Source: an optimization exercise on an open RTL-to-GDS flow (aim: small area, a short achievable clock period and few clock cycles per item). Production flows keep margins and buffers that such runs may drop.
The RTL was checked by simulation tests, not by an equivalence proof against the original design.
Power is estimated from default activity; no workload was simulated.

==> flow/design.v <==
module apt_frame_parser (
    input  wire        clk,
    input  wire        rst,
    input  wire        in_valid,
    input  wire [7:0]  in_data,
    output wire        in_ready,
    output wire        out_valid,
    input  wire        out_ready,
    output reg  [1:0]  out_kind,
    output wire [1:0]  out_err,
    output reg  [15:0] out_msgid,
    output reg  [6:0]  out_dest,
    output reg  [7:0]  out_source,
    output reg         out_long,
    output reg  [7:0]  out_param1,
    output reg  [7:0]  out_param2,
    output reg  [63:0] out_f0,
    output reg  [31:0] out_f1,
    output reg  [31:0] out_f2,
    output wire [31:0] out_f3,
    output wire [12:0] out_status
);
    reg         oval;        
    reg         inpay;       
    reg  [15:0] q;           
    reg         err_enum;    
    reg  [12:0] st;          
    reg  [2:0]  f3h;         
    assign in_ready   = !oval || out_ready;
    assign out_valid  = oval;
    assign out_err    = {err_enum, !err_enum};
    assign out_status = st;
    assign out_f3     = {16'd0, f3h, st};
    wire        take = in_valid && in_ready;
    wire [7:0]  d    = in_data;
    wire [15:0] len  = {out_param2, out_param1};
    wire        hdr5 = !inpay && q[2:0] == 3'd5;
    wire        last = hdr5 ? (!out_long || len == 16'd0) : (inpay && q == len);
    wire        pz = q[15:4] == 12'd0;
    function h(input integer k);
        h = take && !inpay && q[2:0] == k;
    endfunction
    function p(input integer k);
        p = take && inpay && pz && q[3:0] == k - 5;
    endfunction
    wire        mhi = out_msgid[15:4] == 12'h100;
    wire        c1  = mhi && out_msgid[3:0] == 4'h1;
    wire        c2  = mhi && out_msgid[3:0] == 4'h2;
    wire        c3  = mhi && out_msgid[3:0] == 4'h3;
    wire        c4  = mhi && out_msgid[3:0] == 4'h4;
    wire        c5  = mhi && out_msgid[3:0] == 4'h5;
    wire        c6  = mhi && out_msgid[3:0] == 4'h6;
    wire        c7  = mhi && out_msgid[3:0] == 4'h7;
    wire        c8  = mhi && out_msgid[3:0] == 4'h8;
    wire        known = c1 | c2 | c3 | c4 | c5 | c6 | c7 | c8;
    wire        l4   = len[15:2] == 14'd0;
    wire        l6   = len[15:3] == 13'd0 && len[2:1] != 2'b11;
    wire        l8   = len[15:3] == 13'd0;
    wire        l14  = len[15:4] == 12'd0 && len[3:1] != 3'b111;
    wire        lshort = c2 ? l6 : c4 ? l4 : c8 ? l8 : l14;
    wire        too_short = (c2 | c3 | c4 | c6 | c7 | c8) && (!out_long || lshort);
    wire        bad_enum  = c1 && out_param2 != 8'd1 && out_param2 != 8'd2;
    wire [18:0] adc1 = {3'd0, out_f0[15:0]} + {1'b0, out_f0[15:0], 2'b00};
    wire [18:0] adc2 = {3'd0, d, out_f1[7:0]} + {1'b0, d, out_f1[7:0], 2'b00};
    always @(posedge clk) begin
        if (rst) begin
            oval  <= 1'b0;
            inpay <= 1'b0;
            q     <= 16'd0;
        end else begin
            if (out_ready)
                oval <= 1'b0;
            if (take) begin
                if (last) begin
                    oval  <= 1'b1;
                    inpay <= 1'b0;
                    q     <= 16'd0;
                end else if (hdr5) begin
                    inpay <= 1'b1;
                    q     <= 16'd1;
                end else begin
                    q     <= q + 16'd1;
                end
            end
        end
    end
    always @(posedge clk) begin
        if (h(0)) out_msgid[7:0]  <= d;
        if (h(1)) out_msgid[15:8] <= d;
        if (h(2)) out_param1      <= d;
        if (h(3)) out_param2      <= d;
        if (h(4)) begin
            out_long <= d[7];
            out_dest <= d[6:0];
        end
        if (h(5)) begin
            out_source <= d;
            out_kind   <= !known ? 2'd1 : (too_short || bad_enum) ? 2'd2 : 2'd0;
            err_enum   <= !too_short;
        end
        if (h(2))
            out_f0 <= {56'd0, d[7:4] & {4{!c5}}, d[3:0]};
        if (p(6) && !(c1 || c5))
            out_f0[7:0] <= d;
        if (p(7) && !(c1 || c5))
            out_f0[15:8] <= d;
        if (p(8) && c4)
            out_f0[23:0] <= {5'd0, adc1};
        if (p(8) && c6)  out_f0[23:16] <= d;
        if (p(9) && c6)  out_f0[31:24] <= d;
        if (p(10) && c6) out_f0[39:32] <= d;
        if (p(11) && c6) out_f0[47:40] <= d;
        if (p(12) && c6) out_f0[55:48] <= d;
        if (p(13) && c6) out_f0[63:56] <= d;
        if (h(3))
            out_f1 <= {31'd0, d == 8'd1};
        if (p(8) && !(c1 || c5))
            out_f1[7:0] <= d;
        if (p(9) && c4)
            out_f1[23:0] <= {5'd0, adc2};
        if (p(9) && (c2 || c3 || c7 || c8))
            out_f1[15:8] <= d;
        if (p(10) && (c2 || c3 || c7))
            out_f1[23:16] <= d;
        if (p(11) && (c2 || c3 || c7))
            out_f1[31:24] <= d;
        if (p(14) && c6)
            out_f1[7:0] <= d;
        if (p(15) && c6)
            out_f1[31:8] <= {{16{d[7]}}, d};
        if (h(4))
            out_f2 <= 32'd0;
        if (p(10) && c8)          out_f2[7:0]   <= d;
        if (p(11) && c8)          out_f2[15:8]  <= d;
        if (p(12) && (c3 || c7))  out_f2[7:0]   <= d;
        if (p(13) && (c3 || c7))  out_f2[15:8]  <= d;
        if (p(14) && c3)          out_f2[23:16] <= d;
        if (p(15) && c3)          out_f2[31:24] <= d;
        if (p(16) && c6)          out_f2[7:0]   <= d;
        if (p(17) && c6)          out_f2[15:8]  <= d;
        if (p(18) && c6)          out_f2[23:16] <= d;
        if (p(19) && c6)          out_f2[31:24] <= d;
        if (p(12) && c8)
            st[7:0] <= d;
        if (p(13) && c8)
            {f3h, st[12:8]} <= d;
        if (p(16) && (c3 || c7))
            st[5:0] <= {d[7:4], d[1:0]};
        if (p(17) && (c3 || c7))
            st[10:6] <= {d[6:4], d[2:1]};
        if (p(19) && (c3 || c7))
            st[12:11] <= {d[7], d[0]};
    end
endmodule
==> flow/run.sh <==
#!/bin/bash
# synth_recipe.tcl (not shown) runs the flow's synth.tcl, then flattens the netlist and writes it again
# the make line also repeats each setting of config.mk as NAME=value (left out here)
make -C /OpenROAD-flow-scripts/flow DESIGN_CONFIG=/design/flow/config.mk WORK_HOME=/design/flow/orfs CLKGATE_MAP_FILE= SYNTH_SCRIPT=/design/flow/synth_recipe.tcl finish
==> flow/config.mk <==
export PLATFORM = sky130hd
export DESIGN_NAME = apt_frame_parser
export DESIGN_NICKNAME = apt_frame_parser
export VERILOG_FILES = /design/flow/design.v
export SDC_FILE = /design/flow/constraint.sdc
export NUM_CORES = 4
export LEC_CHECK = 0
export CAP_MARGIN = 20
export CORE_MARGIN = 2
export CORE_UTILIZATION = 40
export PLACE_DENSITY = 0.6
export SLEW_MARGIN = 20
==> flow/constraint.sdc <==
create_clock -name core_clock -period 4.5 [get_ports {clk}]
set_input_delay 0.9000 -clock core_clock [delete_from_list [all_inputs] [get_ports {clk}]]
set_output_delay 0.9000 -clock core_clock [all_outputs]
set_load 0.01 [all_outputs]
==> results.txt <==
[routing by layer]
metal | global-route usage [%] | wire [µm] | up-vias
li1 | - | - | 3579
met1 | 30.1 | 13100 | 3699
met2 | 34.5 | 13700 | 322
met3 | 4.30 | 2260 | 37
met4 | 4.94 | 560 | 0
met5 | 0 | 0 | -
[final cells by class]
cell class	count	area share [%]
flip-flops and latches	213	45.2
inverters	18	0.491
multi-input cells	578	28.0
repair buffers	242	17.2
clock inverters	17	1.45
well taps	335	3.05
clock buffers	27	4.60
[stage by stage]
step | hold slack, ns | cell area, µm² | std cells
floorplan | 0.503 | 10500 | 875
detailed placement | 0.572 | 12900 | 1386
CTS | 0.581 | 13800 | 1430
global placement | 0.556 | 12900 | 1386
global route | 0.631 | 13800 | 1430
finish | 0.586 | 13800 | 1430
[Yosys cell counts, drive strengths merged (13+ instances only)]
master and count:
xor2 21, nor2 62, clkbuf 33, xnor2 33, nand4 16, a21oi 27, buf 33, nand2 46
inv 18, edfxtp 195, a22o 19, nor4 13, a21o 19, ha 33, nand3 27, o21ai 29
nor3 21, dfxtp 18, and2 75
[cell families (layout without fill, tap and decap cells)]
kind of cell / Yosys count / count (layout) / synth area share [%]
buffers and inverters: 84 / 304 / 4.15
xor gates and xnor gates: 54 / 54 / 4.54
muxes: 11 / 11 / 1.19
DFF: 213 / 213 / 59.7
other: 1 / 16 / 0.0360
and+or+nand+nor: 316 / 316 / 16.5
AOI/OAI and AO/OA: 146 / 146 / 9.58
adders and majority gates: 35 / 35 / 4.35
[placed cells by master, fill, tap and decap left out, drive strengths merged, types with 18 or more instances in the layout]
cell           instances
xnor2                 33
xor2                  21
nor2                  62
o21ai                 29
dfxtp                 18
edfxtp               195
nand3                 27
a22o                  19
a21o                  19
a21oi                 27
inv                   20
nor3                  21
ha                    33
nand2                 46
clkdlybuf4s50        222
buf                   20
clkbuf                27
and2                  75
[where the power goes]
group | total (mW) | switching [mW] | internal, mW
combinational | 0.240 | 0.149 | 0.0913
sequential | 2.19 | 0.0207 | 2.17
clock | 2.03 | 0.787 | 1.25
[critical path: stages]
cell and delay, ns:
clkdlybuf4s50_1 0.47, nor2b_1 0.08, inv_1 0.11, and3_1 0.31
nand4_1 0.48, or4_1 0.86, nand2_1 0.32
[registers in the layout, indices dropped and copies added (netlist names)]
name and count:
out_param2 8, out_param1 8, out_dest 7, out_f0 64
inpay 1, out_long 1, oval 1, out_kind 2
out_f2 32, out_msgid 16, st 13, q 16
f3h 3, out_source 8, out_f1 32, err_enum 1
[final timing paths]
check | slack (ns) | cells past startpoint | from | end
worst max-delay path | 1.16 | 7 | out_ready | out_f0[7]
worst min-delay path | 0.59 | 2 | q[15] | q[15]
worst max register to register | 1.18 | 5 | inpay | out_f0[7]
worst min register to register | 0.59 | 2 | q[15] | q[15]
==> run_results.csv <==
group,metric,value,unit
global_route,grt_pass1_wl,43700,µm
clock_tree,cts_resized,0,
critical_path,critical_path_class,"in -> reg",
logic_synthesis,synth_edf_count,195,
logic_synthesis,avgSynthCellArea,12.1,µm²
flow_run,cap_violations,0,
drt,drt_first_pass_iters,5,
critical_path,cp.required,4.69,ns
cells_and_area,drive_above_1_share,7.76,%
drt,ant_nets,0,
clock_tree,h-tree-depth,1,
logic_synthesis,ys.flop_type,"edfxtp_1",
global_route,grt_pass1_vias,7250,
logic_synthesis,netlist-cell-type-count,61,
drt,wirelength,29700,µm
min_path,hp-class,"reg -> reg",
sta,worst_clock_skew,0.0115,ns
critical_path,cp.arrival,3.53,ns
logic_synthesis,yosysSeqAreaShare,59.7,%
drt,drtIter0Drc,559,
logic_synthesis,synth-async-reset-ratio,0,%
sta,fin_crit_sh,74.3,%
drt,vias,7637,
place,place.port_buffers,222,
cells_and_area,layout.nets,1124,
clock_tree,cts_root_buf,"clkbuf_16",
sta,slew_headroom,25.5,%
critical_path,cp-start-kind,"primary input",
cells_and_area,seqCellArea,0.00622,mm²
sta,setup_violations,0,
sta,drv_slew,0,
logic_synthesis,synthTopCellsByArea,"edfxtp_1, and2_1, ha_1",
clock_tree,cts-buffers-inserted,24,
logic_synthesis,syn_area,0.0104,mm²
die,die_x,165,µm
place,hpwl,20900,µm
logic_synthesis,yosysTopAreaCellShare,56.2,%
drt,vias_per_cell,5.34,
pwr,vdd_drop_max,0.213,mV
die,die_h,165,µm
clock_tree,hold_buffers,0,
logic_synthesis,synth_cells,860,
global_route,grt_max_degree,33,
drt,wl_per_cell,20.7,µm
sta,fin_ws,1.16,ns
place,pre_cts_slack,0.709,ns
clock_tree,cts.sinks,213,
cells_and_area,multiInputGateArea,0.00385,mm²
die,die_area,0.0273,mm²
clock_tree,cts.path.max_buffers,3,
place,gp_congestion,0.868,
critical_path,end_kind,"register",
pwr,leakage,5.08,nW
clock_tree,clock_latency,0.51,ns
logic_synthesis,synth_largest_area_cell,"edfxtp_1",
die,io_pins,239,
critical_path,crit_fanout,17,
cells_and_area,utilization,53.2,%
sta,post-route-min-period,3.34,ns
sta,fmax,0.299,GHz
logic_synthesis,ys_ff_latch,213,
logic_synthesis,yosys_warnings,1,
sta,tightestPinTransition,1.11,ns
cells_and_area,syn_to_final_growth,32.1,%
global_route,antenna_found_initial,1,
outcome,status,"finished clean",
sta,finalHoldViolations,0,
die,placementRows,59,
global_route,grt-ovfl-total,0,
global_route,grtUsageTotal,21.4,%
pwr,power,4.46,mW
clock_tree,clk_pin_slew,0.06,ns
drt,route.detailed.drc,0,
sta,setup_tns,0,ns
die,core_region_area,0.0258,mm²
pwr,power_density,324,mW/mm²
sta,rsz0062_at_grt,"false",
clock_tree,cts_setup_buffers,0,
die,start_util,40.3,%
cells_and_area,num_antenna_cells,0,
clock_tree,tritoncts,"built",
cells_and_area,n_fill_cell,2258,
Testbench counts, summed over its fixed seeds: cycles 48,895, items 3,200.

[re-timing with driven ports]
No port has a modelled driver above. Below, the same layout with a new extraction and two added sets of constraints.
Step 1, drivers: a clkbuf_16 drives clk and a buf_2 each remaining input, both assumed.
Step 2, shift: input delay + t, output delay - t, t = (earliest + latest rising clock arrival at the registers) / 2. This alone moves slack from input paths to output paths.
a / b / c = no drivers / after step 1 / after step 2; a / b = the first two.
t, ns: 0.554
setup WS [ns]: 1.155 / 1.178 / 0.624
worst data-port slew with drivers (ns): 0.03
cell pins on the clock port's net: 1
After both steps this run still meets setup and hold. The setup slack of this run moves by +0.023 ns with the drivers and by -0.531 ns with both steps.
